This design comes from an exercise in tuning for small area, a short achievable clock period and few clock cycles per item on the open sky130 flow, not from production work.
At most, simulation tests tie the RTL to the original design; equivalence was not proved.
The RTL of run 1 was laid out without a check of its function.

**design/flow/design.v**
```verilog
module bsm_xfade (
    input  wire        clk,
    input  wire        rst,
    input  wire        cmd_valid,
    output wire        cmd_ready,
    input  wire [11:0] cmd_len,
    input  wire        in_valid,
    output wire        in_ready,
    input  wire [15:0] in_dst,
    input  wire [15:0] in_src,
    output wire        out_valid,
    input  wire        out_ready,
    output wire [15:0] out_data
);
    localparam F   = 29;              
    localparam CT  = 14;            
    localparam K   = 3;               
    localparam W   = F + 16 - CT;     
    localparam WL  = F - CT;          
    reg        active;    
    reg        dz;        
    reg        first;     
    reg        rdy_r;     
    reg        full_r;    
    reg        nq;        
    reg        vA, vB;    
    reg [10:0] dv;        
    reg [11:0] pr;        
    reg [F:0]  q;         
    reg [3:0]  dcnt;      
    reg        dfirst;    
    reg        qv;        
    reg [F-1:0] x;        
    reg [11:0]  u;        
    reg         second;   
    wire cmd_fire = cmd_valid && !active;
    wire [10:0] dnew = cmd_len[10:0] - 11'd1;
    wire hit      = qv && (dnew == dv);         
    wire in_fire  = in_valid && in_ready;
    wire pop      = out_ready && nq;
    wire nq_pop   = nq && !pop;
    wire stallB   = vB && nq_pop;              
    wire stallA   = vA && stallB;              
    wire moveB    = vB && !stallB;
    assign cmd_ready = !active;
    assign in_ready  = rdy_r && (!full_r || out_ready);
    wire [11:0] dr [0:K];
    wire [K-1:0] qb;
    assign dr[0] = pr;
    genvar gj;
    generate
        for (gj = 0; gj < K; gj = gj + 1) begin : g_div
            wire [11:0] tw = {dr[gj][10:0], dfirst && (gj == 0)};
            assign dr[gj+1] = dr[gj][11] ? tw + {1'b0, dv} : tw - {1'b0, dv};
            assign qb[K-1-gj] = !dr[gj+1][11];
        end
    endgenerate
    wire [11:0]  pd;
    wire         pd_co;
    xf_add #(12) u_pd (.a(pr), .b({1'b0, dv} ^ {12{!pr[11]}}), .ci(!pr[11]),
                       .s(pd), .co(pd_co));
    wire [11:0]  rr  = pr[11] ? pd : pr;                     
    wire [11:0]  rmd = pr[11] ? pr : pd;                     
    wire         cu  = !second && !u[11];
    wire [11:0]  un;
    wire         un_co;
    xf_add #(12) u_un (.a(second ? rmd : u), .b(cu ? rmd : rr), .ci(1'b0),
                       .s(un), .co(un_co));
    wire [F:0]   xs;
    wire         xs_co;
    xf_add #(F+1) u_xs (.a({1'b0, x}), .b(q), .ci(cu), .s(xs), .co(xs_co));
    wire         ovf = xs[F] | xs_co;      
    wire [F-1:0] xn  = ovf ? {F{1'b1}} : xs[F-1:0];
    wire         last = first ? dz : ovf;
    wire [16:0] dl_in;
    wire        dl_co;
    xf_add #(17) u_dl (.a({in_dst[15], in_dst}), .b(~{in_src[15], in_src}), .ci(1'b1),
                       .s(dl_in), .co(dl_co));
    reg [16:0] dlA;
    reg [15:0] sA;
    wire [W-1:0] ra, rb;
    xf_mul u_mul (.dl(dlA), .x(x), .s(sA), .ra(ra), .rb(rb));
    wire [WL-1:0] lp = ra[WL-1:0] ^ rb[WL-1:0];
    wire [WL-1:0] lt = ra[WL-1:0] | rb[WL-1:0];
    wire [3:0]    lg, lpp;
    wire [3:0]    s0, s1, s2;
    wire [2:0]    s3;
    xf_add #(4) u_g0 (.a(ra[3:0]),   .b(rb[3:0]),   .ci(1'b0), .s(s0), .co(lg[0]));
    xf_add #(4) u_g1 (.a(ra[7:4]),   .b(rb[7:4]),   .ci(1'b0), .s(s1), .co(lg[1]));
    xf_add #(4) u_g2 (.a(ra[11:8]),  .b(rb[11:8]),  .ci(1'b0), .s(s2), .co(lg[2]));
    xf_add #(3) u_g3 (.a(ra[14:12]), .b(rb[14:12]), .ci(1'b0), .s(s3), .co(lg[3]));
    assign lpp = {&lp[14:12], &lp[11:8], &lp[7:4], &lp[3:0]};
    wire          c11 = lg[0];    
    wire          zl  = (lp[WL-11] == c11) && (lp[WL-1:WL-10] == lt[WL-2:WL-11]);
    reg  [15:0]   raB, rbB;
    reg           zB;
    reg  [3:0]    gB;
    reg  [3:1]    pB;
    wire [15:0]  hi;
    wire         hi_co;
    wire         cB  = gB[3] | pB[3] & (gB[2] | pB[2] & (gB[1] | pB[1] & gB[0]));
    xf_add #(16) u_y (.a(raB), .b(rbB), .ci(cB), .s(hi), .co(hi_co));
    wire         zi  = zB;
    wire [15:0]  res;
    wire         res_co;
    xf_add #(16) u_res (.a(hi), .b(16'd0), .ci(hi[15] & ~zi), .s(res), .co(res_co));
    reg [15:0] e0;
    assign out_valid = nq;
    assign out_data  = e0;
    wire       nq_nx  = nq_pop || moveB;
    wire       vA_nx  = in_fire || stallA;
    wire       vB_nx  = (vA && !stallB) || stallB;
    always @(posedge clk) begin
        if (moveB)
            e0 <= res;
        if (!stallB) begin
            raB <= ra[W-1:WL];
            rbB <= rb[W-1:WL];
            zB  <= zl;
            gB  <= lg;
            pB  <= lpp[3:1];
        end
        if (!stallA) begin
            dlA <= dl_in;
            sA  <= in_src;
        end
        if (dcnt != 4'd0) begin
            dcnt <= dcnt - 4'd1;
            pr   <= dr[K];
            q    <= {q[F-K:0], qb};
        end
        dfirst <= 1'b0;
        if (cmd_fire && !hit) begin
            dv <= dnew;
            q  <= {(F+1){1'b0}};
            if (cmd_len > 12'd512) begin
                dcnt <= 4'd7; pr <= 12'd256;
            end else if (cmd_len > 12'd64) begin
                dcnt <= 4'd8; pr <= 12'd32;
            end else if (cmd_len > 12'd8) begin
                dcnt <= 4'd9; pr <= 12'd4;
            end else begin
                dcnt <= 4'd10; pr <= 12'd0; dfirst <= 1'b1;
            end
        end
        if (in_fire) begin
            second <= first;
            if (first) begin
                x <= {F{1'b0}};
            end else begin
                x <= xn;
                u <= un;
            end
        end
        if (rst) begin
            active <= 1'b0;
            first  <= 1'b0;
            rdy_r  <= 1'b0;
            nq     <= 1'b0;
            full_r <= 1'b0;
            vA     <= 1'b0;
            vB     <= 1'b0;
            dcnt   <= 4'd0;
            qv     <= 1'b0;
        end else begin
            nq <= nq_nx;
            vA <= vA_nx;
            vB <= vB_nx;
            full_r <= nq_nx && vA_nx && vB_nx;
            if (cmd_fire && !hit)
                qv <= 1'b0;
            else if (dcnt == 4'd1)
                qv <= 1'b1;
            if (cmd_fire) begin
                active <= (cmd_len != 12'd0);
                dz     <= (cmd_len == 12'd1);
                first  <= 1'b1;
                rdy_r  <= (cmd_len != 12'd0);
            end else begin
                if (in_fire) begin
                    first  <= 1'b0;
                    active <= !last;
                end
                rdy_r <= active && !(in_fire && last)
                         && ((first && !in_fire) || (dcnt == 4'd0) || (dcnt == 4'd1));
            end
        end
    end
endmodule
module xf_mul (
    input  wire [16:0] dl,
    input  wire [28:0] x,
    input  wire [15:0] s,
    output wire [44:14] ra,
    output wire [44:14] rb
);
    wire [17:-1] db = {dl[16], dl, 1'b0};
    wire [29:-1] xe = {1'b0, x, 1'b0};
    wire one0 = db[0] ^ db[-1];
    wire two0 = (db[1] & ~db[0] & ~db[-1]) | (~db[1] & db[0] & db[-1]);
    wire neg0 = db[1] & ~(db[0] & db[-1]);
    wire nneg0 = ~neg0;
    wire p0_14 = ((one0 & xe[14]) | (two0 & xe[13])) ^ neg0;
    wire p0_15 = ((one0 & xe[15]) | (two0 & xe[14])) ^ neg0;
    wire p0_16 = ((one0 & xe[16]) | (two0 & xe[15])) ^ neg0;
    wire p0_17 = ((one0 & xe[17]) | (two0 & xe[16])) ^ neg0;
    wire p0_18 = ((one0 & xe[18]) | (two0 & xe[17])) ^ neg0;
    wire p0_19 = ((one0 & xe[19]) | (two0 & xe[18])) ^ neg0;
    wire p0_20 = ((one0 & xe[20]) | (two0 & xe[19])) ^ neg0;
    wire p0_21 = ((one0 & xe[21]) | (two0 & xe[20])) ^ neg0;
    wire p0_22 = ((one0 & xe[22]) | (two0 & xe[21])) ^ neg0;
    wire p0_23 = ((one0 & xe[23]) | (two0 & xe[22])) ^ neg0;
    wire p0_24 = ((one0 & xe[24]) | (two0 & xe[23])) ^ neg0;
    wire p0_25 = ((one0 & xe[25]) | (two0 & xe[24])) ^ neg0;
    wire p0_26 = ((one0 & xe[26]) | (two0 & xe[25])) ^ neg0;
    wire p0_27 = ((one0 & xe[27]) | (two0 & xe[26])) ^ neg0;
    wire p0_28 = ((one0 & xe[28]) | (two0 & xe[27])) ^ neg0;
    wire p0_29 = ((one0 & xe[29]) | (two0 & xe[28])) ^ neg0;
    wire one1 = db[2] ^ db[1];
    wire two1 = (db[3] & ~db[2] & ~db[1]) | (~db[3] & db[2] & db[1]);
    wire neg1 = db[3] & ~(db[2] & db[1]);
    wire nneg1 = ~neg1;
    wire p1_12 = ((one1 & xe[12]) | (two1 & xe[11])) ^ neg1;
    wire p1_13 = ((one1 & xe[13]) | (two1 & xe[12])) ^ neg1;
    wire p1_14 = ((one1 & xe[14]) | (two1 & xe[13])) ^ neg1;
    wire p1_15 = ((one1 & xe[15]) | (two1 & xe[14])) ^ neg1;
    wire p1_16 = ((one1 & xe[16]) | (two1 & xe[15])) ^ neg1;
    wire p1_17 = ((one1 & xe[17]) | (two1 & xe[16])) ^ neg1;
    wire p1_18 = ((one1 & xe[18]) | (two1 & xe[17])) ^ neg1;
    wire p1_19 = ((one1 & xe[19]) | (two1 & xe[18])) ^ neg1;
    wire p1_20 = ((one1 & xe[20]) | (two1 & xe[19])) ^ neg1;
    wire p1_21 = ((one1 & xe[21]) | (two1 & xe[20])) ^ neg1;
    wire p1_22 = ((one1 & xe[22]) | (two1 & xe[21])) ^ neg1;
    wire p1_23 = ((one1 & xe[23]) | (two1 & xe[22])) ^ neg1;
    wire p1_24 = ((one1 & xe[24]) | (two1 & xe[23])) ^ neg1;
    wire p1_25 = ((one1 & xe[25]) | (two1 & xe[24])) ^ neg1;
    wire p1_26 = ((one1 & xe[26]) | (two1 & xe[25])) ^ neg1;
    wire p1_27 = ((one1 & xe[27]) | (two1 & xe[26])) ^ neg1;
    wire p1_28 = ((one1 & xe[28]) | (two1 & xe[27])) ^ neg1;
    wire p1_29 = ((one1 & xe[29]) | (two1 & xe[28])) ^ neg1;
    wire one2 = db[4] ^ db[3];
    wire two2 = (db[5] & ~db[4] & ~db[3]) | (~db[5] & db[4] & db[3]);
    wire neg2 = db[5] & ~(db[4] & db[3]);
    wire nneg2 = ~neg2;
    wire p2_10 = ((one2 & xe[10]) | (two2 & xe[9])) ^ neg2;
    wire p2_11 = ((one2 & xe[11]) | (two2 & xe[10])) ^ neg2;
    wire p2_12 = ((one2 & xe[12]) | (two2 & xe[11])) ^ neg2;
    wire p2_13 = ((one2 & xe[13]) | (two2 & xe[12])) ^ neg2;
    wire p2_14 = ((one2 & xe[14]) | (two2 & xe[13])) ^ neg2;
    wire p2_15 = ((one2 & xe[15]) | (two2 & xe[14])) ^ neg2;
    wire p2_16 = ((one2 & xe[16]) | (two2 & xe[15])) ^ neg2;
    wire p2_17 = ((one2 & xe[17]) | (two2 & xe[16])) ^ neg2;
    wire p2_18 = ((one2 & xe[18]) | (two2 & xe[17])) ^ neg2;
    wire p2_19 = ((one2 & xe[19]) | (two2 & xe[18])) ^ neg2;
    wire p2_20 = ((one2 & xe[20]) | (two2 & xe[19])) ^ neg2;
    wire p2_21 = ((one2 & xe[21]) | (two2 & xe[20])) ^ neg2;
    wire p2_22 = ((one2 & xe[22]) | (two2 & xe[21])) ^ neg2;
    wire p2_23 = ((one2 & xe[23]) | (two2 & xe[22])) ^ neg2;
    wire p2_24 = ((one2 & xe[24]) | (two2 & xe[23])) ^ neg2;
    wire p2_25 = ((one2 & xe[25]) | (two2 & xe[24])) ^ neg2;
    wire p2_26 = ((one2 & xe[26]) | (two2 & xe[25])) ^ neg2;
    wire p2_27 = ((one2 & xe[27]) | (two2 & xe[26])) ^ neg2;
    wire p2_28 = ((one2 & xe[28]) | (two2 & xe[27])) ^ neg2;
    wire p2_29 = ((one2 & xe[29]) | (two2 & xe[28])) ^ neg2;
    wire one3 = db[6] ^ db[5];
    wire two3 = (db[7] & ~db[6] & ~db[5]) | (~db[7] & db[6] & db[5]);
    wire neg3 = db[7] & ~(db[6] & db[5]);
    wire nneg3 = ~neg3;
    wire p3_8 = ((one3 & xe[8]) | (two3 & xe[7])) ^ neg3;
    wire p3_9 = ((one3 & xe[9]) | (two3 & xe[8])) ^ neg3;
    wire p3_10 = ((one3 & xe[10]) | (two3 & xe[9])) ^ neg3;
    wire p3_11 = ((one3 & xe[11]) | (two3 & xe[10])) ^ neg3;
    wire p3_12 = ((one3 & xe[12]) | (two3 & xe[11])) ^ neg3;
    wire p3_13 = ((one3 & xe[13]) | (two3 & xe[12])) ^ neg3;
    wire p3_14 = ((one3 & xe[14]) | (two3 & xe[13])) ^ neg3;
    wire p3_15 = ((one3 & xe[15]) | (two3 & xe[14])) ^ neg3;
    wire p3_16 = ((one3 & xe[16]) | (two3 & xe[15])) ^ neg3;
    wire p3_17 = ((one3 & xe[17]) | (two3 & xe[16])) ^ neg3;
    wire p3_18 = ((one3 & xe[18]) | (two3 & xe[17])) ^ neg3;
    wire p3_19 = ((one3 & xe[19]) | (two3 & xe[18])) ^ neg3;
    wire p3_20 = ((one3 & xe[20]) | (two3 & xe[19])) ^ neg3;
    wire p3_21 = ((one3 & xe[21]) | (two3 & xe[20])) ^ neg3;
    wire p3_22 = ((one3 & xe[22]) | (two3 & xe[21])) ^ neg3;
    wire p3_23 = ((one3 & xe[23]) | (two3 & xe[22])) ^ neg3;
    wire p3_24 = ((one3 & xe[24]) | (two3 & xe[23])) ^ neg3;
    wire p3_25 = ((one3 & xe[25]) | (two3 & xe[24])) ^ neg3;
    wire p3_26 = ((one3 & xe[26]) | (two3 & xe[25])) ^ neg3;
    wire p3_27 = ((one3 & xe[27]) | (two3 & xe[26])) ^ neg3;
    wire p3_28 = ((one3 & xe[28]) | (two3 & xe[27])) ^ neg3;
    wire p3_29 = ((one3 & xe[29]) | (two3 & xe[28])) ^ neg3;
    wire one4 = db[8] ^ db[7];
    wire two4 = (db[9] & ~db[8] & ~db[7]) | (~db[9] & db[8] & db[7]);
    wire neg4 = db[9] & ~(db[8] & db[7]);
    wire nneg4 = ~neg4;
    wire p4_6 = ((one4 & xe[6]) | (two4 & xe[5])) ^ neg4;
    wire p4_7 = ((one4 & xe[7]) | (two4 & xe[6])) ^ neg4;
    wire p4_8 = ((one4 & xe[8]) | (two4 & xe[7])) ^ neg4;
    wire p4_9 = ((one4 & xe[9]) | (two4 & xe[8])) ^ neg4;
    wire p4_10 = ((one4 & xe[10]) | (two4 & xe[9])) ^ neg4;
    wire p4_11 = ((one4 & xe[11]) | (two4 & xe[10])) ^ neg4;
    wire p4_12 = ((one4 & xe[12]) | (two4 & xe[11])) ^ neg4;
    wire p4_13 = ((one4 & xe[13]) | (two4 & xe[12])) ^ neg4;
    wire p4_14 = ((one4 & xe[14]) | (two4 & xe[13])) ^ neg4;
    wire p4_15 = ((one4 & xe[15]) | (two4 & xe[14])) ^ neg4;
    wire p4_16 = ((one4 & xe[16]) | (two4 & xe[15])) ^ neg4;
    wire p4_17 = ((one4 & xe[17]) | (two4 & xe[16])) ^ neg4;
    wire p4_18 = ((one4 & xe[18]) | (two4 & xe[17])) ^ neg4;
    wire p4_19 = ((one4 & xe[19]) | (two4 & xe[18])) ^ neg4;
    wire p4_20 = ((one4 & xe[20]) | (two4 & xe[19])) ^ neg4;
    wire p4_21 = ((one4 & xe[21]) | (two4 & xe[20])) ^ neg4;
    wire p4_22 = ((one4 & xe[22]) | (two4 & xe[21])) ^ neg4;
    wire p4_23 = ((one4 & xe[23]) | (two4 & xe[22])) ^ neg4;
    wire p4_24 = ((one4 & xe[24]) | (two4 & xe[23])) ^ neg4;
    wire p4_25 = ((one4 & xe[25]) | (two4 & xe[24])) ^ neg4;
    wire p4_26 = ((one4 & xe[26]) | (two4 & xe[25])) ^ neg4;
    wire p4_27 = ((one4 & xe[27]) | (two4 & xe[26])) ^ neg4;
    wire p4_28 = ((one4 & xe[28]) | (two4 & xe[27])) ^ neg4;
    wire p4_29 = ((one4 & xe[29]) | (two4 & xe[28])) ^ neg4;
    wire one5 = db[10] ^ db[9];
    wire two5 = (db[11] & ~db[10] & ~db[9]) | (~db[11] & db[10] & db[9]);
    wire neg5 = db[11] & ~(db[10] & db[9]);
    wire nneg5 = ~neg5;
    wire p5_4 = ((one5 & xe[4]) | (two5 & xe[3])) ^ neg5;
    wire p5_5 = ((one5 & xe[5]) | (two5 & xe[4])) ^ neg5;
    wire p5_6 = ((one5 & xe[6]) | (two5 & xe[5])) ^ neg5;
    wire p5_7 = ((one5 & xe[7]) | (two5 & xe[6])) ^ neg5;
    wire p5_8 = ((one5 & xe[8]) | (two5 & xe[7])) ^ neg5;
    wire p5_9 = ((one5 & xe[9]) | (two5 & xe[8])) ^ neg5;
    wire p5_10 = ((one5 & xe[10]) | (two5 & xe[9])) ^ neg5;
    wire p5_11 = ((one5 & xe[11]) | (two5 & xe[10])) ^ neg5;
    wire p5_12 = ((one5 & xe[12]) | (two5 & xe[11])) ^ neg5;
    wire p5_13 = ((one5 & xe[13]) | (two5 & xe[12])) ^ neg5;
    wire p5_14 = ((one5 & xe[14]) | (two5 & xe[13])) ^ neg5;
    wire p5_15 = ((one5 & xe[15]) | (two5 & xe[14])) ^ neg5;
    wire p5_16 = ((one5 & xe[16]) | (two5 & xe[15])) ^ neg5;
    wire p5_17 = ((one5 & xe[17]) | (two5 & xe[16])) ^ neg5;
    wire p5_18 = ((one5 & xe[18]) | (two5 & xe[17])) ^ neg5;
    wire p5_19 = ((one5 & xe[19]) | (two5 & xe[18])) ^ neg5;
    wire p5_20 = ((one5 & xe[20]) | (two5 & xe[19])) ^ neg5;
    wire p5_21 = ((one5 & xe[21]) | (two5 & xe[20])) ^ neg5;
    wire p5_22 = ((one5 & xe[22]) | (two5 & xe[21])) ^ neg5;
    wire p5_23 = ((one5 & xe[23]) | (two5 & xe[22])) ^ neg5;
    wire p5_24 = ((one5 & xe[24]) | (two5 & xe[23])) ^ neg5;
    wire p5_25 = ((one5 & xe[25]) | (two5 & xe[24])) ^ neg5;
    wire p5_26 = ((one5 & xe[26]) | (two5 & xe[25])) ^ neg5;
    wire p5_27 = ((one5 & xe[27]) | (two5 & xe[26])) ^ neg5;
    wire p5_28 = ((one5 & xe[28]) | (two5 & xe[27])) ^ neg5;
    wire p5_29 = ((one5 & xe[29]) | (two5 & xe[28])) ^ neg5;
    wire one6 = db[12] ^ db[11];
    wire two6 = (db[13] & ~db[12] & ~db[11]) | (~db[13] & db[12] & db[11]);
    wire neg6 = db[13] & ~(db[12] & db[11]);
    wire nneg6 = ~neg6;
    wire p6_2 = ((one6 & xe[2]) | (two6 & xe[1])) ^ neg6;
    wire p6_3 = ((one6 & xe[3]) | (two6 & xe[2])) ^ neg6;
    wire p6_4 = ((one6 & xe[4]) | (two6 & xe[3])) ^ neg6;
    wire p6_5 = ((one6 & xe[5]) | (two6 & xe[4])) ^ neg6;
    wire p6_6 = ((one6 & xe[6]) | (two6 & xe[5])) ^ neg6;
    wire p6_7 = ((one6 & xe[7]) | (two6 & xe[6])) ^ neg6;
    wire p6_8 = ((one6 & xe[8]) | (two6 & xe[7])) ^ neg6;
    wire p6_9 = ((one6 & xe[9]) | (two6 & xe[8])) ^ neg6;
    wire p6_10 = ((one6 & xe[10]) | (two6 & xe[9])) ^ neg6;
    wire p6_11 = ((one6 & xe[11]) | (two6 & xe[10])) ^ neg6;
    wire p6_12 = ((one6 & xe[12]) | (two6 & xe[11])) ^ neg6;
    wire p6_13 = ((one6 & xe[13]) | (two6 & xe[12])) ^ neg6;
    wire p6_14 = ((one6 & xe[14]) | (two6 & xe[13])) ^ neg6;
    wire p6_15 = ((one6 & xe[15]) | (two6 & xe[14])) ^ neg6;
    wire p6_16 = ((one6 & xe[16]) | (two6 & xe[15])) ^ neg6;
    wire p6_17 = ((one6 & xe[17]) | (two6 & xe[16])) ^ neg6;
    wire p6_18 = ((one6 & xe[18]) | (two6 & xe[17])) ^ neg6;
    wire p6_19 = ((one6 & xe[19]) | (two6 & xe[18])) ^ neg6;
    wire p6_20 = ((one6 & xe[20]) | (two6 & xe[19])) ^ neg6;
    wire p6_21 = ((one6 & xe[21]) | (two6 & xe[20])) ^ neg6;
    wire p6_22 = ((one6 & xe[22]) | (two6 & xe[21])) ^ neg6;
    wire p6_23 = ((one6 & xe[23]) | (two6 & xe[22])) ^ neg6;
    wire p6_24 = ((one6 & xe[24]) | (two6 & xe[23])) ^ neg6;
    wire p6_25 = ((one6 & xe[25]) | (two6 & xe[24])) ^ neg6;
    wire p6_26 = ((one6 & xe[26]) | (two6 & xe[25])) ^ neg6;
    wire p6_27 = ((one6 & xe[27]) | (two6 & xe[26])) ^ neg6;
    wire p6_28 = ((one6 & xe[28]) | (two6 & xe[27])) ^ neg6;
    wire p6_29 = ((one6 & xe[29]) | (two6 & xe[28])) ^ neg6;
    wire one7 = db[14] ^ db[13];
    wire two7 = (db[15] & ~db[14] & ~db[13]) | (~db[15] & db[14] & db[13]);
    wire neg7 = db[15] & ~(db[14] & db[13]);
    wire nneg7 = ~neg7;
    wire p7_0 = ((one7 & xe[0]) | (two7 & xe[-1])) ^ neg7;
    wire p7_1 = ((one7 & xe[1]) | (two7 & xe[0])) ^ neg7;
    wire p7_2 = ((one7 & xe[2]) | (two7 & xe[1])) ^ neg7;
    wire p7_3 = ((one7 & xe[3]) | (two7 & xe[2])) ^ neg7;
    wire p7_4 = ((one7 & xe[4]) | (two7 & xe[3])) ^ neg7;
    wire p7_5 = ((one7 & xe[5]) | (two7 & xe[4])) ^ neg7;
    wire p7_6 = ((one7 & xe[6]) | (two7 & xe[5])) ^ neg7;
    wire p7_7 = ((one7 & xe[7]) | (two7 & xe[6])) ^ neg7;
    wire p7_8 = ((one7 & xe[8]) | (two7 & xe[7])) ^ neg7;
    wire p7_9 = ((one7 & xe[9]) | (two7 & xe[8])) ^ neg7;
    wire p7_10 = ((one7 & xe[10]) | (two7 & xe[9])) ^ neg7;
    wire p7_11 = ((one7 & xe[11]) | (two7 & xe[10])) ^ neg7;
    wire p7_12 = ((one7 & xe[12]) | (two7 & xe[11])) ^ neg7;
    wire p7_13 = ((one7 & xe[13]) | (two7 & xe[12])) ^ neg7;
    wire p7_14 = ((one7 & xe[14]) | (two7 & xe[13])) ^ neg7;
    wire p7_15 = ((one7 & xe[15]) | (two7 & xe[14])) ^ neg7;
    wire p7_16 = ((one7 & xe[16]) | (two7 & xe[15])) ^ neg7;
    wire p7_17 = ((one7 & xe[17]) | (two7 & xe[16])) ^ neg7;
    wire p7_18 = ((one7 & xe[18]) | (two7 & xe[17])) ^ neg7;
    wire p7_19 = ((one7 & xe[19]) | (two7 & xe[18])) ^ neg7;
    wire p7_20 = ((one7 & xe[20]) | (two7 & xe[19])) ^ neg7;
    wire p7_21 = ((one7 & xe[21]) | (two7 & xe[20])) ^ neg7;
    wire p7_22 = ((one7 & xe[22]) | (two7 & xe[21])) ^ neg7;
    wire p7_23 = ((one7 & xe[23]) | (two7 & xe[22])) ^ neg7;
    wire p7_24 = ((one7 & xe[24]) | (two7 & xe[23])) ^ neg7;
    wire p7_25 = ((one7 & xe[25]) | (two7 & xe[24])) ^ neg7;
    wire p7_26 = ((one7 & xe[26]) | (two7 & xe[25])) ^ neg7;
    wire p7_27 = ((one7 & xe[27]) | (two7 & xe[26])) ^ neg7;
    wire p7_28 = ((one7 & xe[28]) | (two7 & xe[27])) ^ neg7;
    wire p7_29 = ((one7 & xe[29]) | (two7 & xe[28])) ^ neg7;
    wire one8 = db[16] ^ db[15];
    wire two8 = (db[17] & ~db[16] & ~db[15]) | (~db[17] & db[16] & db[15]);
    wire neg8 = db[17] & ~(db[16] & db[15]);
    wire nneg8 = ~neg8;
    wire p8_0 = ((one8 & xe[0]) | (two8 & xe[-1])) ^ neg8;
    wire p8_1 = ((one8 & xe[1]) | (two8 & xe[0])) ^ neg8;
    wire p8_2 = ((one8 & xe[2]) | (two8 & xe[1])) ^ neg8;
    wire p8_3 = ((one8 & xe[3]) | (two8 & xe[2])) ^ neg8;
    wire p8_4 = ((one8 & xe[4]) | (two8 & xe[3])) ^ neg8;
    wire p8_5 = ((one8 & xe[5]) | (two8 & xe[4])) ^ neg8;
    wire p8_6 = ((one8 & xe[6]) | (two8 & xe[5])) ^ neg8;
    wire p8_7 = ((one8 & xe[7]) | (two8 & xe[6])) ^ neg8;
    wire p8_8 = ((one8 & xe[8]) | (two8 & xe[7])) ^ neg8;
    wire p8_9 = ((one8 & xe[9]) | (two8 & xe[8])) ^ neg8;
    wire p8_10 = ((one8 & xe[10]) | (two8 & xe[9])) ^ neg8;
    wire p8_11 = ((one8 & xe[11]) | (two8 & xe[10])) ^ neg8;
    wire p8_12 = ((one8 & xe[12]) | (two8 & xe[11])) ^ neg8;
    wire p8_13 = ((one8 & xe[13]) | (two8 & xe[12])) ^ neg8;
    wire p8_14 = ((one8 & xe[14]) | (two8 & xe[13])) ^ neg8;
    wire p8_15 = ((one8 & xe[15]) | (two8 & xe[14])) ^ neg8;
    wire p8_16 = ((one8 & xe[16]) | (two8 & xe[15])) ^ neg8;
    wire p8_17 = ((one8 & xe[17]) | (two8 & xe[16])) ^ neg8;
    wire p8_18 = ((one8 & xe[18]) | (two8 & xe[17])) ^ neg8;
    wire p8_19 = ((one8 & xe[19]) | (two8 & xe[18])) ^ neg8;
    wire p8_20 = ((one8 & xe[20]) | (two8 & xe[19])) ^ neg8;
    wire p8_21 = ((one8 & xe[21]) | (two8 & xe[20])) ^ neg8;
    wire p8_22 = ((one8 & xe[22]) | (two8 & xe[21])) ^ neg8;
    wire p8_23 = ((one8 & xe[23]) | (two8 & xe[22])) ^ neg8;
    wire p8_24 = ((one8 & xe[24]) | (two8 & xe[23])) ^ neg8;
    wire p8_25 = ((one8 & xe[25]) | (two8 & xe[24])) ^ neg8;
    wire p8_26 = ((one8 & xe[26]) | (two8 & xe[25])) ^ neg8;
    wire p8_27 = ((one8 & xe[27]) | (two8 & xe[26])) ^ neg8;
    wire p8_28 = ((one8 & xe[28]) | (two8 & xe[27])) ^ neg8;
    wire s1, c2;
    assign {c2, s1} = p0_14 + p1_12;
    wire s3, c4;
    assign {c4, s3} = p0_15 + p1_13;
    wire s5, c6;
    assign {c6, s5} = p0_16 + p1_14 + p2_12;
    wire s7, c8;
    assign {c8, s7} = p0_17 + p1_15 + p2_13;
    wire s9, c10;
    assign {c10, s9} = p0_18 + p1_16;
    wire s11, c12;
    assign {c12, s11} = p0_19 + p1_17;
    wire s13, c14;
    assign {c14, s13} = p0_20 + p1_18;
    wire s15, c16;
    assign {c16, s15} = p0_21 + p1_19;
    wire s17, c18;
    assign {c18, s17} = p0_22 + p1_20;
    wire s19, c20;
    assign {c20, s19} = p0_23 + p1_21;
    wire s21, c22;
    assign {c22, s21} = p0_24 + p1_22;
    wire s23, c24;
    assign {c24, s23} = p0_25 + p1_23;
    wire s25, c26;
    assign {c26, s25} = p0_26 + p1_24;
    wire s27, c28;
    assign {c28, s27} = p0_27 + p1_25;
    wire s29, c30;
    assign {c30, s29} = p0_28 + p1_26;
    wire s31, c32;
    assign {c32, s31} = p0_29 + p1_27 + p2_25;
    wire s33, c34;
    assign {c34, s33} = nneg0 + p1_28 + p2_26;
    wire s35, c36;
    assign {c36, s35} = p3_24 + p4_22;
    wire s37, c38;
    assign {c38, s37} = p1_29 + p2_27 + p3_25;
    wire s39, c40;
    assign {c40, s39} = p4_23 + p5_21;
    wire s41, c42;
    assign {c42, s41} = nneg1 + p2_28 + p3_26;
    wire s43, c44;
    assign {c44, s43} = p2_29 + p3_27;
    wire s45, c46;
    assign {c46, s45} = s1 + p2_10 + p3_8;
    wire s47, c48;
    assign {c48, s47} = p4_6 + p5_4;
    wire s49, c50;
    assign {c50, s49} = c2 + s3 + p2_11;
    wire s51, c52;
    assign {c52, s51} = p3_9 + p4_7 + p5_5;
    wire s53, c54;
    assign {c54, s53} = p6_3 + p7_1;
    wire s55, c56;
    assign {c56, s55} = c4 + s5 + p3_10;
    wire s57, c58;
    assign {c58, s57} = p4_8 + p5_6 + p6_4;
    wire s59, c60;
    assign {c60, s59} = p7_2 + p8_0 + neg8;
    wire s61, c62;
    assign {c62, s61} = c6 + s7 + p3_11;
    wire s63, c64;
    assign {c64, s63} = p4_9 + p5_7 + p6_5;
    wire s65, c66;
    assign {c66, s65} = p7_3 + p8_1 + 1'b1;
    wire s67, c68;
    assign {c68, s67} = c8 + s9 + p2_14;
    wire s69, c70;
    assign {c70, s69} = p3_12 + p4_10 + p5_8;
    wire s71, c72;
    assign {c72, s71} = p6_6 + p7_4 + p8_2;
    wire s73, c74;
    assign {c74, s73} = c10 + s11 + p2_15;
    wire s75, c76;
    assign {c76, s75} = p3_13 + p4_11 + p5_9;
    wire s77, c78;
    assign {c78, s77} = p6_7 + p7_5 + p8_3;
    wire s79, c80;
    assign {c80, s79} = c12 + s13 + p2_16;
    wire s81, c82;
    assign {c82, s81} = p3_14 + p4_12 + p5_10;
    wire s83, c84;
    assign {c84, s83} = p6_8 + p7_6 + p8_4;
    wire s85, c86;
    assign {c86, s85} = c14 + s15 + p2_17;
    wire s87, c88;
    assign {c88, s87} = p3_15 + p4_13 + p5_11;
    wire s89, c90;
    assign {c90, s89} = p6_9 + p7_7 + p8_5;
    wire s91, c92;
    assign {c92, s91} = c16 + s17 + p2_18;
    wire s93, c94;
    assign {c94, s93} = p3_16 + p4_14 + p5_12;
    wire s95, c96;
    assign {c96, s95} = p6_10 + p7_8 + p8_6;
    wire s97, c98;
    assign {c98, s97} = c18 + s19 + p2_19;
    wire s99, c100;
    assign {c100, s99} = p3_17 + p4_15 + p5_13;
    wire s101, c102;
    assign {c102, s101} = p6_11 + p7_9 + p8_7;
    wire s103, c104;
    assign {c104, s103} = c20 + s21 + p2_20;
    wire s105, c106;
    assign {c106, s105} = p3_18 + p4_16 + p5_14;
    wire s107, c108;
    assign {c108, s107} = p6_12 + p7_10 + p8_8;
    wire s109, c110;
    assign {c110, s109} = c22 + s23 + p2_21;
    wire s111, c112;
    assign {c112, s111} = p3_19 + p4_17 + p5_15;
    wire s113, c114;
    assign {c114, s113} = p6_13 + p7_11 + p8_9;
    wire s115, c116;
    assign {c116, s115} = c24 + s25 + p2_22;
    wire s117, c118;
    assign {c118, s117} = p3_20 + p4_18 + p5_16;
    wire s119, c120;
    assign {c120, s119} = p6_14 + p7_12 + p8_10;
    wire s121, c122;
    assign {c122, s121} = c26 + s27 + p2_23;
    wire s123, c124;
    assign {c124, s123} = p3_21 + p4_19 + p5_17;
    wire s125, c126;
    assign {c126, s125} = p6_15 + p7_13 + p8_11;
    wire s127, c128;
    assign {c128, s127} = c28 + s29 + p2_24;
    wire s129, c130;
    assign {c130, s129} = p3_22 + p4_20 + p5_18;
    wire s131, c132;
    assign {c132, s131} = p6_16 + p7_14 + p8_12;
    wire s133, c134;
    assign {c134, s133} = c30 + s31 + p3_23;
    wire s135, c136;
    assign {c136, s135} = p4_21 + p5_19 + p6_17;
    wire s137, c138;
    assign {c138, s137} = p7_15 + p8_13 + s[0];
    wire s139, c140;
    assign {c140, s139} = c32 + s33 + s35;
    wire s141, c142;
    assign {c142, s141} = p5_20 + p6_18 + p7_16;
    wire s143, c144;
    assign {c144, s143} = p8_14 + s[1] + 1'b1;
    wire s145, c146;
    assign {c146, s145} = c34 + c36 + s37;
    wire s147, c148;
    assign {c148, s147} = s39 + p6_19 + p7_17;
    wire s149, c150;
    assign {c150, s149} = p8_15 + s[2] + 1'b1;
    wire s151, c152;
    assign {c152, s151} = c38 + c40 + s41;
    wire s153, c154;
    assign {c154, s153} = p4_24 + p5_22 + p6_20;
    wire s155, c156;
    assign {c156, s155} = p7_18 + p8_16 + s[3];
    wire s157, c158;
    assign {c158, s157} = c42 + s43 + p4_25;
    wire s159, c160;
    assign {c160, s159} = p5_23 + p6_21 + p7_19;
    wire s161, c162;
    assign {c162, s161} = p8_17 + s[4] + 1'b1;
    wire s163, c164;
    assign {c164, s163} = c44 + nneg2 + p3_28;
    wire s165, c166;
    assign {c166, s165} = p4_26 + p5_24 + p6_22;
    wire s167, c168;
    assign {c168, s167} = p7_20 + p8_18 + s[5];
    wire s169, c170;
    assign {c170, s169} = p3_29 + p4_27 + p5_25;
    wire s171, c172;
    assign {c172, s171} = p6_23 + p7_21 + p8_19;
    wire s173, c174;
    assign {c174, s173} = s[6] + 1'b1;
    wire s175, c176;
    assign {c176, s175} = nneg3 + p4_28 + p5_26;
    wire s177, c178;
    assign {c178, s177} = p6_24 + p7_22 + p8_20;
    wire s179, c180;
    assign {c180, s179} = p4_29 + p5_27 + p6_25;
    wire s181, c182;
    assign {c182, s181} = p7_23 + p8_21;
    wire s183, c184;
    assign {c184, s183} = nneg4 + p5_28 + p6_26;
    wire s185, c186;
    assign {c186, s185} = p5_29 + p6_27;
    wire s187, c188;
    assign {c188, s187} = s45 + s47 + p6_2;
    wire s189, c190;
    assign {c190, s189} = c46 + c48 + s49;
    wire s191, c192;
    assign {c192, s191} = s51 + s53;
    wire s193, c194;
    assign {c194, s193} = c50 + c52 + c54;
    wire s195, c196;
    assign {c196, s195} = s55 + s57 + s59;
    wire s197, c198;
    assign {c198, s197} = c56 + c58 + c60;
    wire s199, c200;
    assign {c200, s199} = s61 + s63 + s65;
    wire s201, c202;
    assign {c202, s201} = c62 + c64 + c66;
    wire s203, c204;
    assign {c204, s203} = s67 + s69 + s71;
    wire s205, c206;
    assign {c206, s205} = c68 + c70 + c72;
    wire s207, c208;
    assign {c208, s207} = s73 + s75 + s77;
    wire s209, c210;
    assign {c210, s209} = c74 + c76 + c78;
    wire s211, c212;
    assign {c212, s211} = s79 + s81 + s83;
    wire s213, c214;
    assign {c214, s213} = c80 + c82 + c84;
    wire s215, c216;
    assign {c216, s215} = s85 + s87 + s89;
    wire s217, c218;
    assign {c218, s217} = c86 + c88 + c90;
    wire s219, c220;
    assign {c220, s219} = s91 + s93 + s95;
    wire s221, c222;
    assign {c222, s221} = c92 + c94 + c96;
    wire s223, c224;
    assign {c224, s223} = s97 + s99 + s101;
    wire s225, c226;
    assign {c226, s225} = c98 + c100 + c102;
    wire s227, c228;
    assign {c228, s227} = s103 + s105 + s107;
    wire s229, c230;
    assign {c230, s229} = c104 + c106 + c108;
    wire s231, c232;
    assign {c232, s231} = s109 + s111 + s113;
    wire s233, c234;
    assign {c234, s233} = c110 + c112 + c114;
    wire s235, c236;
    assign {c236, s235} = s115 + s117 + s119;
    wire s237, c238;
    assign {c238, s237} = c116 + c118 + c120;
    wire s239, c240;
    assign {c240, s239} = s121 + s123 + s125;
    wire s241, c242;
    assign {c242, s241} = c122 + c124 + c126;
    wire s243, c244;
    assign {c244, s243} = s127 + s129 + s131;
    wire s245, c246;
    assign {c246, s245} = c128 + c130 + c132;
    wire s247, c248;
    assign {c248, s247} = s133 + s135 + s137;
    wire s249, c250;
    assign {c250, s249} = c134 + c136 + c138;
    wire s251, c252;
    assign {c252, s251} = s139 + s141 + s143;
    wire s253, c254;
    assign {c254, s253} = c140 + c142 + c144;
    wire s255, c256;
    assign {c256, s255} = s145 + s147 + s149;
    wire s257, c258;
    assign {c258, s257} = c146 + c148 + c150;
    wire s259, c260;
    assign {c260, s259} = s151 + s153 + s155;
    wire s261, c262;
    assign {c262, s261} = c152 + c154 + c156;
    wire s263, c264;
    assign {c264, s263} = s157 + s159 + s161;
    wire s265, c266;
    assign {c266, s265} = c158 + c160 + c162;
    wire s267, c268;
    assign {c268, s267} = s163 + s165 + s167;
    wire s269, c270;
    assign {c270, s269} = c164 + c166 + c168;
    wire s271, c272;
    assign {c272, s271} = s169 + s171 + s173;
    wire s273, c274;
    assign {c274, s273} = c170 + c172 + c174;
    wire s275, c276;
    assign {c276, s275} = s175 + s177 + s[7];
    wire s277, c278;
    assign {c278, s277} = c176 + c178 + s179;
    wire s279, c280;
    assign {c280, s279} = s181 + s[8] + 1'b1;
    wire s281, c282;
    assign {c282, s281} = c180 + c182 + s183;
    wire s283, c284;
    assign {c284, s283} = p7_24 + p8_22 + s[9];
    wire s285, c286;
    assign {c286, s285} = c184 + s185 + p7_25;
    wire s287, c288;
    assign {c288, s287} = p8_23 + s[10] + 1'b1;
    wire s289, c290;
    assign {c290, s289} = c186 + nneg5 + p6_28;
    wire s291, c292;
    assign {c292, s291} = p7_26 + p8_24 + s[11];
    wire s293, c294;
    assign {c294, s293} = p6_29 + p7_27 + p8_25;
    wire s295, c296;
    assign {c296, s295} = s[12] + 1'b1;
    wire s297, c298;
    assign {c298, s297} = nneg6 + p7_28 + p8_26;
    wire s299, c300;
    assign {c300, s299} = p7_29 + p8_27;
    wire s301, c302;
    assign {c302, s301} = s187 + p7_0;
    wire s303, c304;
    assign {c304, s303} = c188 + s189 + s191;
    wire s305, c306;
    assign {c306, s305} = c190 + c192 + s193;
    wire s307, c308;
    assign {c308, s307} = c194 + c196 + s197;
    wire s309, c310;
    assign {c310, s309} = c198 + c200 + s201;
    wire s311, c312;
    assign {c312, s311} = c202 + c204 + s205;
    wire s313, c314;
    assign {c314, s313} = c206 + c208 + s209;
    wire s315, c316;
    assign {c316, s315} = c210 + c212 + s213;
    wire s317, c318;
    assign {c318, s317} = c214 + c216 + s217;
    wire s319, c320;
    assign {c320, s319} = c218 + c220 + s221;
    wire s321, c322;
    assign {c322, s321} = c222 + c224 + s225;
    wire s323, c324;
    assign {c324, s323} = c226 + c228 + s229;
    wire s325, c326;
    assign {c326, s325} = c230 + c232 + s233;
    wire s327, c328;
    assign {c328, s327} = c234 + c236 + s237;
    wire s329, c330;
    assign {c330, s329} = c238 + c240 + s241;
    wire s331, c332;
    assign {c332, s331} = c242 + c244 + s245;
    wire s333, c334;
    assign {c334, s333} = c246 + c248 + s249;
    wire s335, c336;
    assign {c336, s335} = c250 + c252 + s253;
    wire s337, c338;
    assign {c338, s337} = c254 + c256 + s257;
    wire s339, c340;
    assign {c340, s339} = c258 + c260 + s261;
    wire s341, c342;
    assign {c342, s341} = c262 + c264 + s265;
    wire s343, c344;
    assign {c344, s343} = c266 + c268 + s269;
    wire s345, c346;
    assign {c346, s345} = c270 + c272 + s273;
    wire s347, c348;
    assign {c348, s347} = c274 + c276 + s277;
    wire s349, c350;
    assign {c350, s349} = c278 + c280 + s281;
    wire s351, c352;
    assign {c352, s351} = c282 + c284 + s285;
    wire s353, c354;
    assign {c354, s353} = c286 + c288 + s289;
    wire s355, c356;
    assign {c356, s355} = c290 + c292 + s293;
    wire s357, c358;
    assign {c358, s357} = c294 + c296 + s297;
    wire s359, c360;
    assign {c360, s359} = c298 + s299 + s[14];
    wire s361, c362;
    assign {c362, s361} = c300 + nneg7 + p8_28;
    wire s363, c364;
    assign {c364, s363} = s301 + neg7;
    wire s365, c366;
    assign {c366, s365} = c302 + s303 + 1'b1;
    wire s367, c368;
    assign {c368, s367} = c304 + s305 + s195;
    wire s369, c370;
    assign {c370, s369} = c306 + s307 + s199;
    wire s371, c372;
    assign {c372, s371} = c308 + s309 + s203;
    wire s373, c374;
    assign {c374, s373} = c310 + s311 + s207;
    wire s375, c376;
    assign {c376, s375} = c312 + s313 + s211;
    wire s377, c378;
    assign {c378, s377} = c314 + s315 + s215;
    wire s379, c380;
    assign {c380, s379} = c316 + s317 + s219;
    wire s381, c382;
    assign {c382, s381} = c318 + s319 + s223;
    wire s383, c384;
    assign {c384, s383} = c320 + s321 + s227;
    wire s385, c386;
    assign {c386, s385} = c322 + s323 + s231;
    wire s387, c388;
    assign {c388, s387} = c324 + s325 + s235;
    wire s389, c390;
    assign {c390, s389} = c326 + s327 + s239;
    wire s391, c392;
    assign {c392, s391} = c328 + s329 + s243;
    wire s393, c394;
    assign {c394, s393} = c330 + s331 + s247;
    wire s395, c396;
    assign {c396, s395} = c332 + s333 + s251;
    wire s397, c398;
    assign {c398, s397} = c334 + s335 + s255;
    wire s399, c400;
    assign {c400, s399} = c336 + s337 + s259;
    wire s401, c402;
    assign {c402, s401} = c338 + s339 + s263;
    wire s403, c404;
    assign {c404, s403} = c340 + s341 + s267;
    wire s405, c406;
    assign {c406, s405} = c342 + s343 + s271;
    wire s407, c408;
    assign {c408, s407} = c344 + s345 + s275;
    wire s409, c410;
    assign {c410, s409} = c346 + s347 + s279;
    wire s411, c412;
    assign {c412, s411} = c348 + s349 + s283;
    wire s413, c414;
    assign {c414, s413} = c350 + s351 + s287;
    wire s415, c416;
    assign {c416, s415} = c352 + s353 + s291;
    wire s417, c418;
    assign {c418, s417} = c354 + s355 + s295;
    wire s419, c420;
    assign {c420, s419} = c356 + s357 + s[13];
    wire s421, c422;
    assign {c422, s421} = c358 + s359 + 1'b1;
    wire s423, c424;
    assign {c424, s423} = c360 + s361 + s[15];
    wire [44:0] rA = {c422, c420, c418, c416, c414, c412, c410, c408, c406, c404, c402, c400, c398, c396, c394, c392, c390, c388, c386, c384, c382, c380, c378, c376, c374, c372, c370, c368, c366, c364, s363, 1'b0, 1'b0, 1'b0, 1'b0, 1'b0, 1'b0, 1'b0, 1'b0, 1'b0, 1'b0, 1'b0, 1'b0, 1'b0, 1'b0};
    wire [44:0] rB = {s423, s421, s419, s417, s415, s413, s411, s409, s407, s405, s403, s401, s399, s397, s395, s393, s391, s389, s387, s385, s383, s381, s379, s377, s375, s373, s371, s369, s367, s365, 1'b1, 1'b0, 1'b0, 1'b0, 1'b0, 1'b0, 1'b0, 1'b0, 1'b0, 1'b0, 1'b0, 1'b0, 1'b0, 1'b0, 1'b0};
    assign ra = rA[44:14];
    assign rb = rB[44:14];
endmodule
module xf_add #(parameter N = 8) (
    input  wire [N-1:0] a,
    input  wire [N-1:0] b,
    input  wire         ci,
    output wire [N-1:0] s,
    output wire         co
);
    localparam L = (N < 2) ? 1 : (N < 4) ? 2 : (N < 8) ? 3 : (N < 16) ? 4 :
                   (N < 32) ? 5 : (N < 64) ? 6 : 7;    
    wire [N:0] g0 = {a & b, ci};
    wire [N:0] p0 = {a ^ b, 1'b0};
    reg  [N:0] g, p;
    integer lv, i;
    always @* begin
        g = g0;
        p = p0;
        for (lv = 0; lv < L; lv = lv + 1)
            for (i = (2 << lv) - 1; i <= N; i = i + (2 << lv)) begin
                g[i] = g[i] | (p[i] & g[i - (1 << lv)]);
                p[i] = p[i] & p[i - (1 << lv)];
            end
        for (lv = L - 2; lv >= 0; lv = lv - 1)
            for (i = (3 << lv) - 1; i <= N; i = i + (2 << lv)) begin
                g[i] = g[i] | (p[i] & g[i - (1 << lv)]);
                p[i] = p[i] & p[i - (1 << lv)];
            end
    end
    assign s  = p0[N:1] ^ g[N-1:0];
    assign co = g[N];
endmodule
```
**design/flow/run.sh**
```bash
#!/bin/bash
# synth_recipe.tcl (not shown) runs the flow's synth.tcl, then flattens the netlist and writes it again
# the make line also repeats each setting of config.mk as NAME=value (left out here)
make -C /OpenROAD-flow-scripts/flow DESIGN_CONFIG=/design/flow/config.mk WORK_HOME=/design/flow/orfs CLKGATE_MAP_FILE= SYNTH_SCRIPT=/design/flow/synth_recipe.tcl finish
```
**design/flow/config.mk**
```make
export PLATFORM = sky130hd
export DESIGN_NAME = bsm_xfade
export DESIGN_NICKNAME = bsm_xfade
export VERILOG_FILES = /design/flow/design.v
export SDC_FILE = /design/flow/constraint.sdc
export NUM_CORES = 4
export LEC_CHECK = 0
export CAP_MARGIN = 5
export CORE_MARGIN = 2
export CORE_UTILIZATION = 40
export PLACE_DENSITY = 0.6
export SETUP_SLACK_MARGIN = 5
export SLEW_MARGIN = 5
```
**design/flow/constraint.sdc**
```tcl
create_clock -name core_clock -period 10.0 [get_ports {clk}]
set_input_delay 2.0000 -clock core_clock [delete_from_list [all_inputs] [get_ports {clk}]]
set_output_delay 2.0000 -clock core_clock [all_outputs]
set_load 0.01 [all_outputs]
```
==> summary.md, run 1 <==
| Metric | Value |
|---|---|
| Status | finished clean |
| Crit start category | register |
| Sequential area share after synthesis | 0.240 |
| Synth Net Count | 2832 |
| Final WL | 59600 um |
| Min cycle time layout | 5400 ps |
| Vias in the first global route | 17644 |
| Worst Hold Class | register to register |
| GPL Wtd Cong | 0.898 |
| Synthesis-stage register bit count | 198 |
| First-pass GRT wire length | 96000 um |
| Worst slew pin tran | 1130 ps |
| Syn avg cell area | 9.75 sq um |
| Total gr overflow | 0 |
| Drt drc | 0 |
| Gr usage total | 0.204 |
| Cts hold-fix bufs | 0 |
| Root Buffer | clkbuf_16 |
| Setup crit end kind | register |
| CP bufs+invs | 3 |
| EDFF count, synth | 155 |
| Clock buffer count from CTS | 17 |
| Final instance area | 0.0262 sq mm |
| Layout cell share with drive strength beyond 1 | 0.117 |
| Diodes inserted | 0 |
| Max Fclk | 0.185 GHz |
| WL/cell | 18.7 um |
| Setup violations, final | 0 |
| Most used flip-flop cell after synthesis | edfxtp_1 |
| Clk buf depth | 2 |
| DIE AREA | 0.0593 sq mm |
| Family with the most delay on the worst path | compound AO/OA/AOI/OAI gates |
| Vias per cell | 5.37 |
| I/O Pins | 68 |
| Synth Cell Area | 0.0229 sq mm |
| Asr flop ratio synth | 0 |
| WP data arrival | 5600 ps |
| Vias | 17172 |
| Die width | 243 um |
| Commonest non-fill, non-tap cells in the layout | inv_1 (307), fa_1 (210), ha_1 (191), xnor2_1 (167), xor2_1 (165) |
| Layout Cells excl Fill | 3197 |
| Total core area | 0.0565 sq mm |
| Final hold viol count | 0 |
| Skew-Pair Late Insertion Delay | 490 ps |
| First-pass DRT Iterations | 5 |
| Nets | 2907 |
| Critical path peak fanout | 4 |
| Post-synth cell types | 73 |
| 1st-iter DRT viols | 1175 |
| Max cap viols | 0 |
| Slowest-stage cell, CP | edfxtp_1 |
| Layout area overhead | 14.4% |
| Largest stage delay, worst path | 490 ps |
| Worst-path cell chain | buf_4 > nor3_4 > a31oi_1 > xnor2_1 > ha_1 > o211ai_1 > a21oi_1 > o41ai_2 > buf_4 > a311oi_4 > xnor2_2 > buf_6 > mux2i_4 > ha_4 > and2_4 > a311o_1 > o31a_1 > a41o_1 > o41ai_2 > nor2b_1 > mux2_4 > o21ai_1 > a21oi_1 |
| RSZ-0062 raised after global routing | true |
| Max-slew violations | 0 |
| Rel. slew slack | 0.245 |
| Post-DP HPWL | 44400 um |
| CTS tree | built |
| Number of core rows | 87 |
| Most common cell after layout, fill and taps aside | inv_1 |
| Clock-pin slew on the worst setup and hold paths | 80 ps |
| Dpl cells | 3083 |
| Synth Instances | 2353 |
| Die Ht | 243 um |
| Clk sinks | 198 |
| Post-DP Area | 0.0245 sq mm |
| Routed Antenna Nets | 0 |
| Pin count of the biggest net entering global routing | 69 |
| Final Skew | 13.0 ps |
| Type of the worst setup path | register to register |
| Port Buffers | 67 |
| Synth warnings | 7 |
| Antenna violations before repair | 0 |
| H-tree levels | 4 |
| Starting density of the core | 0.406 |
| Crit share post-route | 0.540 |
| TNS Setup | 0 ps |
| Worst EP required | 10200 ps |
==> cells by family after synthesis <==
kind of cell,share of synthesized area
AOI/OAI and AO/OA,0.144
xor gates and xnor gates,0.132
adders and majority gates,0.307
buffers and inverters,0.0740
DFF,0.240
muxes,0.0173
and+or+nand+nor,0.0852
==> state kept, by name, summed over array words and instances (netlist names), 11 cells and up <==
| name | flops |
|---|---|
| raB | 16 |
| dv | 11 |
| x | 29 |
| e0 | 16 |
| dlA | 17 |
| pr | 12 |
| u | 12 |
| q | 30 |
| rbB | 16 |
| sA | 16 |
==> worst paths after layout <==
| kind | from | to | slack [ps] | cells past startpoint |
|---|---|---|---|---|
| hold reg to reg | q[4] | q[4] | 480 | 2 |
| setup / recovery | dv[1] | pr[11] | 4600 | 23 |
| hold / removal | q[4] | q[4] | 480 | 2 |
| setup reg to reg | dv[1] | pr[11] | 4600 | 23 |
==> routing by layer <==
layer,part of all wire,track usage,routed length (um)
met5,0,0,0
met1,0.45,0.280,26800
met2,0.48,0.333,28400
met3,0.056,0.0328,3320
met4,0.018,0.0558,1100
==> cell usage after synthesis, drive strengths merged, types with 4 or more instances <==
master	n	area, sq um
edfxtp	155	4650
a31oi	8	56.3
mux2i	21	214
a211o	4	35.0
nand4	6	37.5
o21ai	62	310
or2	7	43.8
nand2b	31	194
xnor2	175	1570
a21o	39	293
inv	312	1170
xor2	168	1470
fa	220	4400
a211oi	13	97.6
ha	210	2630
and3	8	50.1
a21boi	6	45.0
a2111oi	4	35.0
nor2	96	360
or3	9	56.3
clkbuf	106	398
and2	9	56.3
o211ai	9	67.6
nor4	11	75.1
nand3b	6	45.0
o41ai	6	71.3
nor3	26	135
mux2	16	184
a22oi	160	1200
nor3b	8	60.1
dfxtp	43	861
nand2	131	492
buf	28	125
nand3	14	70.1
o21a	11	82.6
o21bai	11	82.6
a21oi	136	681
nor2b	31	194
==> per-stage QoR <==
stage                     hold slack (ps)   util  worst slack, ps
after floorplan                       406      -             4700
after global placement                460  0.433             4260
after detailed placement              471  0.433             4030
after CTS                             482  0.452             4770
after global routing                  498  0.465             4380
final                                 483  0.465             4600
==> cell type report <==
class / instances / area (sq um)
multi-input cells: 1708 / 16300
fillers: 5270 / 30300
flip-flops and latches: 198 / 5520
clock buffers: 19 / 453
repair buffers: 190 / 1680
well taps: 756 / 946
clock inverters: 13 / 135
inverters: 313 / 1190
==> worst min-delay path: cells and delay by family (launching register included) <==
| family | cells | cell delay, ps |
|---|---|---|
| and+or+nand+nor | 1 | 60 |
| DFF | 1 | 330 |
| AOI/OAI and AO/OA | 1 | 50 |
==> repair_timing <==
| item | CTS | global route |
|---|---|---|
| gates cloned | 1 | 1 |
| setup endpoints to repair | 31 | 26 |
| gates resized for setup | 56 | 75 |
| setup buffers | 37 | 43 |
| pin swaps | 35 | 42 |
==> run 2: changes to the inputs <==
--- a/design/flow/design.v
+++ b/design/flow/design.v
@@ -16,3 +16,3 @@
     localparam CT  = 14;            
-    localparam K   = 3;               
+    localparam K   = 2;               
     localparam W   = F + 16 - CT;     
@@ -135,10 +135,14 @@
             q  <= {(F+1){1'b0}};
-            if (cmd_len > 12'd512) begin
-                dcnt <= 4'd7; pr <= 12'd256;
+            if (cmd_len > 12'd1024) begin
+                dcnt <= 4'd10; pr <= 12'd512;
+            end else if (cmd_len > 12'd256) begin
+                dcnt <= 4'd11; pr <= 12'd128;
             end else if (cmd_len > 12'd64) begin
-                dcnt <= 4'd8; pr <= 12'd32;
-            end else if (cmd_len > 12'd8) begin
-                dcnt <= 4'd9; pr <= 12'd4;
+                dcnt <= 4'd12; pr <= 12'd32;
+            end else if (cmd_len > 12'd16) begin
+                dcnt <= 4'd13; pr <= 12'd8;
+            end else if (cmd_len > 12'd4) begin
+                dcnt <= 4'd14; pr <= 12'd2;
             end else begin
-                dcnt <= 4'd10; pr <= 12'd0; dfirst <= 1'b1;
+                dcnt <= 4'd15; pr <= 12'd0; dfirst <= 1'b1;
             end
--- a/design/flow/config.mk
+++ b/design/flow/config.mk
@@ -9,4 +9,4 @@
 export CORE_MARGIN = 2
-export CORE_UTILIZATION = 40
-export PLACE_DENSITY = 0.6
+export CORE_UTILIZATION = 60
+export PLACE_DENSITY = 0.7
 export SETUP_SLACK_MARGIN = 5
==> summary.md, run 2 <==
| Metric | Value |
|---|---|
| TNS Setup | 0 ps |
| Crit share post-route | 0.493 |
| R2R cell count | 17 |
| Most common cell in the synthesized netlist | inv_1 |
| Skew-Pair Late Insertion Delay | 470 ps |
| Critical path peak fanout | 2 |
| EDFF count, synth | 155 |
| Total gr overflow | 0 |
| Clock buffer count from CTS | 17 |
| Worst-path cell chain | clkdlybuf4s50_1 > inv_1 > a21boi_2 > clkdlybuf4s15_2 |
| WP data arrival | 2930 ps |
| Min cycle time layout | 4930 ps |
| DIE AREA | 0.0388 sq mm |
| Hold path cells | 2 |
| Final WL | 56900 um |
| Synth Net Count | 2767 |
| Fill count | 2816 |
| Setup crit end kind | output pin |
| CP bufs+invs | 3 |
| Vias per cell | 6.00 |
| WL/cell | 20.1 um |
| Port Buffers | 67 |
| Max Fclk | 0.203 GHz |
| Final WS setup | 5070 ps |
| Routed Antenna Nets | 0 |
| Crit start category | input port |
| Slowest-stage cell, CP | clkdlybuf4s50_1 |
| Worst EP required | 8000 ps |
| Regs by FF count | q x30, x x29, dlA x17 |
| RSZ-0062 raised after global routing | true |
| Sequential cell area | 0.00552 sq mm |
| Largest reg by FF count | q |
| Vias | 16959 |
| CTS tree | built |
| Diodes inserted | 0 |
| Hold Path End | q[28] |
| Clk buf depth | 2 |
| Reg2reg end | zB |
| Largest stage delay, worst path | 490 ps |
| Max-slew violations | 0 |
| Synthesis-stage register bit count | 198 |
| I/O Pins | 68 |
| R2R Setup Slk | 5110 ps |
| 1st-iter DRT viols | 1586 |
| Post-DP HPWL | 40900 um |
| Final Skew | 14.1 ps |
| Worst Hold Class | register to register |
| Post-synth top area cell | edfxtp_1 |
| Synth warnings | 7 |
| Area contributors post-synth | edfxtp_1 (21%), fa_1 (20%), ha_1 (10%) |
| Post-synth cell types | 74 |
| Number of core rows | 70 |
| Pin count of the biggest net entering global routing | 64 |
| Root Buffer | clkbuf_16 |
| Max cap viols | 0 |
| Min-delay src | q[28] |
| Nets | 2800 |
| Layout cell share with drive strength beyond 1 | 0.0861 |
| Sequential area share after synthesis | 0.247 |
| Drt drc | 0 |
| Worst slack, placed | 4160 ps |
| Clock-pin slew on the worst setup and hold paths | 80 ps |
| Synth Cell Area | 0.0224 sq mm |
| Most common cell after layout, fill and taps aside | inv_1 |
| Multi-input gate area | 0.0154 sq mm |
| Gr usage total | 0.296 |
| Antenna violations before repair | 1 |
| Vias in the first global route | 17118 |
| Top cell type's share of synthesized area | 0.208 |
| Total core area | 0.0367 sq mm |
| Final hold viol count | 0 |
| Most frequent cells after synthesis | inv_1 (316), fa_1 (219), ha_1 (187) |
| First-pass GRT wire length | 89500 um |
| Syn avg cell area | 9.67 sq um |
| Family with the most delay on the worst path | buffers and inverters |
| Type of the worst setup path | input port to output pin |
| Reg2reg start | x[15] |
| Clk sinks | 198 |
| Setup violations, final | 0 |
| Rel. slew slack | 0.176 |
| Synth Instances | 2312 |
| First-pass DRT Iterations | 6 |
| Die width | 197 um |
| Layout area overhead | 11.2% |
| Max FFs per register | 30 |
| Starting density of the core | 0.609 |
| Status | finished clean |
| Asr flop ratio synth | 0 |
| Worst slew pin tran | 1230 ps |
| Die Ht | 197 um |
| H-tree levels | 4 |
| Most used flip-flop cell after synthesis | edfxtp_1 |
| GPL Wtd Cong | 0.893 |
| Commonest non-fill, non-tap cells in the layout | inv_1 (316), fa_1 (210), ha_1 (180), xnor2_1 (177) |
[run 2: metrics by stage]
stage	instance area, sq um	utilization	instances	hold slack [ps]
3_5_place_dp	23400	0.637	2743	457
3_3_place_gp	23400	0.637	2743	450
4_1_cts	24200	0.659	2782	480
2_1_floorplan	22400	-	2312	406
6_report	24900	0.678	2826	477
5_1_grt	24900	0.678	2826	506
[run 2: how the worst max path moves through the flow]
stage                     cells past startpoint  slack [ps]       start       end
final                                         4        5070   out_ready  in_ready
after floorplan                              16        5030      dlA[3]     gB[1]
after global routing                         22        4900       pB[1]    e0[15]
after CTS                                    22        4970       pB[1]    e0[15]
after detailed placement                     11        4160  cmd_len[0]     pr[9]
after global placement                       11        4260  cmd_len[0]    pr[10]
[run 2: kinds of logic (layout without fill, tap and decap cells)]
family,after synthesis,count (layout),share of synthesized area
fa+ha+maj,406,406,0.301
xor+xnor,336,336,0.133
compound gates,459,459,0.136
buf+inv,459,505,0.0781
simple gates,430,430,0.0947
mux,24,24,0.0109
flops,198,198,0.247
[run 2: metal layers]
metal,track usage,share of wire,vias up
met3,0.0770,0.090,109
met4,0.0780,0.022,2
met1,0.413,0.44,8351
met2,0.461,0.45,688
met5,0,0.00025,-
li1,-,-,7809
[run 2: final cells by class]
type / count / area share
flip-flops and latches: 198 / 0.222
inverters: 319 / 0.0487
repair buffers: 154 / 0.0611
multi-input cells: 1655 / 0.620
clock inverters: 15 / 0.00790
clock buffers: 17 / 0.0171
well taps: 468 / 0.0235
[run 2: worst reg2reg max path: stages (launching register included)]
cell and delay, ps:
edfxtp_1 940, xnor2_1 210, a21oi_1 160, ha_1 360
inv_1 50, fa_1 480, inv_1 60, fa_1 530
inv_1 50, fa_2 510, ha_1 230, inv_1 60
ha_1 220, a21o_1 180, a21o_1 170, a21o_1 200
xor2_1 200, nor3_2 50
[run 2: what timing repair did]
action / CTS / global route
hold buffers: 0 / 0
cloned: 0 / 4
pin swaps: 3 / 16
buffers inserted: 7 / 40
resized for setup: 33 / 65
endpoints found under the setup margin: 34 / 26
Testbench counts of run 2, summed over its fixed seeds: cycles 40,550, items 38,279.
==> run 3: changes to the inputs <==
--- a/design/flow/config.mk
+++ b/design/flow/config.mk
@@ -9,4 +9,4 @@
 export CORE_MARGIN = 2
-export CORE_UTILIZATION = 60
-export PLACE_DENSITY = 0.7
+export CORE_UTILIZATION = 40
+export PLACE_DENSITY = 0.6
 export SETUP_SLACK_MARGIN = 5
==> summary.md, run 3 <==
| Metric | Value |
|---|---|
| GPL Wtd Cong | 0.864 |
| RSZ-0062 raised after global routing | true |
| Final WS setup | 5070 ps |
| Syn avg cell area | 9.67 sq um |
| Min cycle time layout | 4930 ps |
| Synth Area in XOR/XNOR | 0.133 |
| Vias per cell | 5.33 |
| Synth Area in Compound Gates | 0.136 |
| Total core area | 0.0552 sq mm |
| Total gr overflow | 0 |
| Status | finished clean |
| Post-DP HPWL | 42600 um |
| Hold slack | 473 ps |
| Commonest non-fill, non-tap cells in the layout | inv_1 (316), fa_1 (191), xnor2_1 (177), ha_1 (175) |
| Area contributors post-synth | edfxtp_1 (21%), fa_1 (20%), ha_1 (10%) |
| Final Skew | 12.4 ps |
| Clock-pin slew on the worst setup and hold paths | 80 ps |
| Starting density of the core | 0.405 |
| Synthesis-stage register bit count | 198 |
| Most common cell in the synthesized netlist | inv_1 |
| Family with the most delay on the worst path | buffers and inverters |
| Fill count | 5144 |
| Port Buffers | 67 |
| Setup violations, final | 0 |
| R2R Setup Slk | 5130 ps |
| Max cap viols | 0 |
| I/O Pins | 68 |
| Clk buf depth | 2 |
| WP data arrival | 2930 ps |
| Post-synthesis mux area share | 0.0109 |
| EDFF count, synth | 155 |
| Dpl cells | 3021 |
| Area share of and/or/nand/nor cells after synthesis | 0.0947 |
| H-tree levels | 4 |
| Worst slew pin tran | 1280 ps |
| Most frequent cells after synthesis | inv_1 (316), fa_1 (219), ha_1 (187) |
| Worst Hold Class | register to register |
| Die Ht | 240 um |
| Layout Cells excl Fill | 3117 |
| Largest stage delay, worst path | 480 ps |
| First-pass DRT Iterations | 6 |
| Largest family of logic cells by synthesized area | adder cells |
| Pin count of the biggest net entering global routing | 63 |
| Regs by FF count | q x30, x x29, dlA x17 |
| Drt drc | 0 |
| Post-synth cell types | 74 |
| DIE AREA | 0.0578 sq mm |
| Antenna violations before repair | 0 |
| Min-delay src | q[28] |
| Final hold viol count | 0 |
| Top cell type's share of synthesized area | 0.208 |
| Max FFs per register | 30 |
| Max-slew violations | 0 |
| Sequential cell area | 0.00552 sq mm |
| Most common cell after layout, fill and taps aside | inv_1 |
| Clk sinks | 198 |
| Slowest-stage cell, CP | clkdlybuf4s50_1 |
| Gr usage total | 0.204 |
| Routed Antenna Nets | 0 |
| Crit share post-route | 0.493 |
| Critical path peak fanout | 2 |
| Layout area overhead | 13.5% |
| Type of the worst setup path | input port to output pin |
| CP bufs+invs | 3 |
| First-pass GRT wire length | 91800 um |
| Post-synth top area cell | edfxtp_1 |
| Post-DP Area | 0.0237 sq mm |
| Nets | 2811 |
[run 3: cell counts after synthesis]
No cell type changed its count.
[run 3: worst register-to-register path, stage by stage, from the launching register on]
cell,delay (ps)
edfxtp_1,560
nand2_2,120
o21ai_4,250
buf_12,160
a22oi_1,70
xnor2_1,210
fa_2,610
fa_2,480
fa_2,380
fa_2,540
inv_1,60
fa_2,560
inv_1,50
ha_1,190
xor2_1,190
nand4_1,130
nor3_2,180
[run 3: path summary, 6_finish.rpt]
path,cells past startpoint,endpoint
setup reg to reg,16,zB
setup / recovery,4,in_ready
hold reg to reg,2,q[28]
hold / removal,2,q[28]
[run 3: area by class of cell]
class | instances | share of cell area
Sequential cell | 198 | 0.217
Clock buffer | 21 | 0.0186
Tap cell | 748 | 0.0369
Multi-Input combinational cell | 1655 | 0.612
Inverter | 319 | 0.0479
Clock inverter | 11 | 0.00429
Timing Repair Buffer | 165 | 0.0627
[run 3: kinds of logic (layout without fill, tap and decap cells)]
family | count (synthesis) | count (layout)
AO/OA/AOI/OAI | 459 | 459
XOR/XNOR | 336 | 336
adder cells (fa/ha/maj) | 406 | 406
buffers and inverters | 459 | 516
flip-flops | 198 | 198
multiplexers | 24 | 24
AND/OR/NAND/NOR | 430 | 430
[run 3: per-layer routing]
metal | GRT usage | part of all wire
met1 | 0.286 | 0.46
met2 | 0.319 | 0.46
met3 | 0.0414 | 0.060
met4 | 0.0591 | 0.017
met5 | 0 | 0
[run 3: repair_timing]
| action | 4_1_cts | 5_1_grt |
|---|---|---|
| buffers inserted | 11 | 46 |
| pin swaps | 4 | 48 |
| gates cloned | 1 | 6 |
| setup endpoints to repair | 42 | 28 |
| gates resized for setup | 33 | 99 |
[run 3: per-stage QoR]
stage	util
3_5_place_dp	0.430
4_1_cts	0.444
6_report	0.460
2_1_floorplan	-
5_1_grt	0.460
3_3_place_gp	0.430

## what the ideal ports hide
No port has a modelled driver above. Below, the same layouts with a new extraction and two added sets of constraints.
Step 1: set_driving_cell puts a clkbuf_16 on clk and a buf_2 on each other input, an assumption about the parent block.
Step 2 times the ports against the registers' clock, not the clock port: input delays grow and output delays shrink by t, the midpoint of the rising clock arrivals with the driver on.
a / b / c = ideal ports / drivers / drivers and shift; a / b = the first two.
| run | t (ns) | setup WS [ns] | latest minus earliest clock arrival (ns) |
|---|---|---|---|
| run 1 | 0.542 | 4.603 / 4.603 / 4.603 | 0.014 / 0.014 |
| run 2 | 0.523 | 5.070 / 5.046 / 4.637 | 0.015 / 0.014 |
| run 3 | 0.550 | 5.072 / 5.045 / 4.636 | 0.014 / 0.014 |
After both steps setup and hold are still met in every run listed. The setup slack of run 3, which loses most, moves by -0.027 ns with the drivers and by -0.436 ns with both steps.
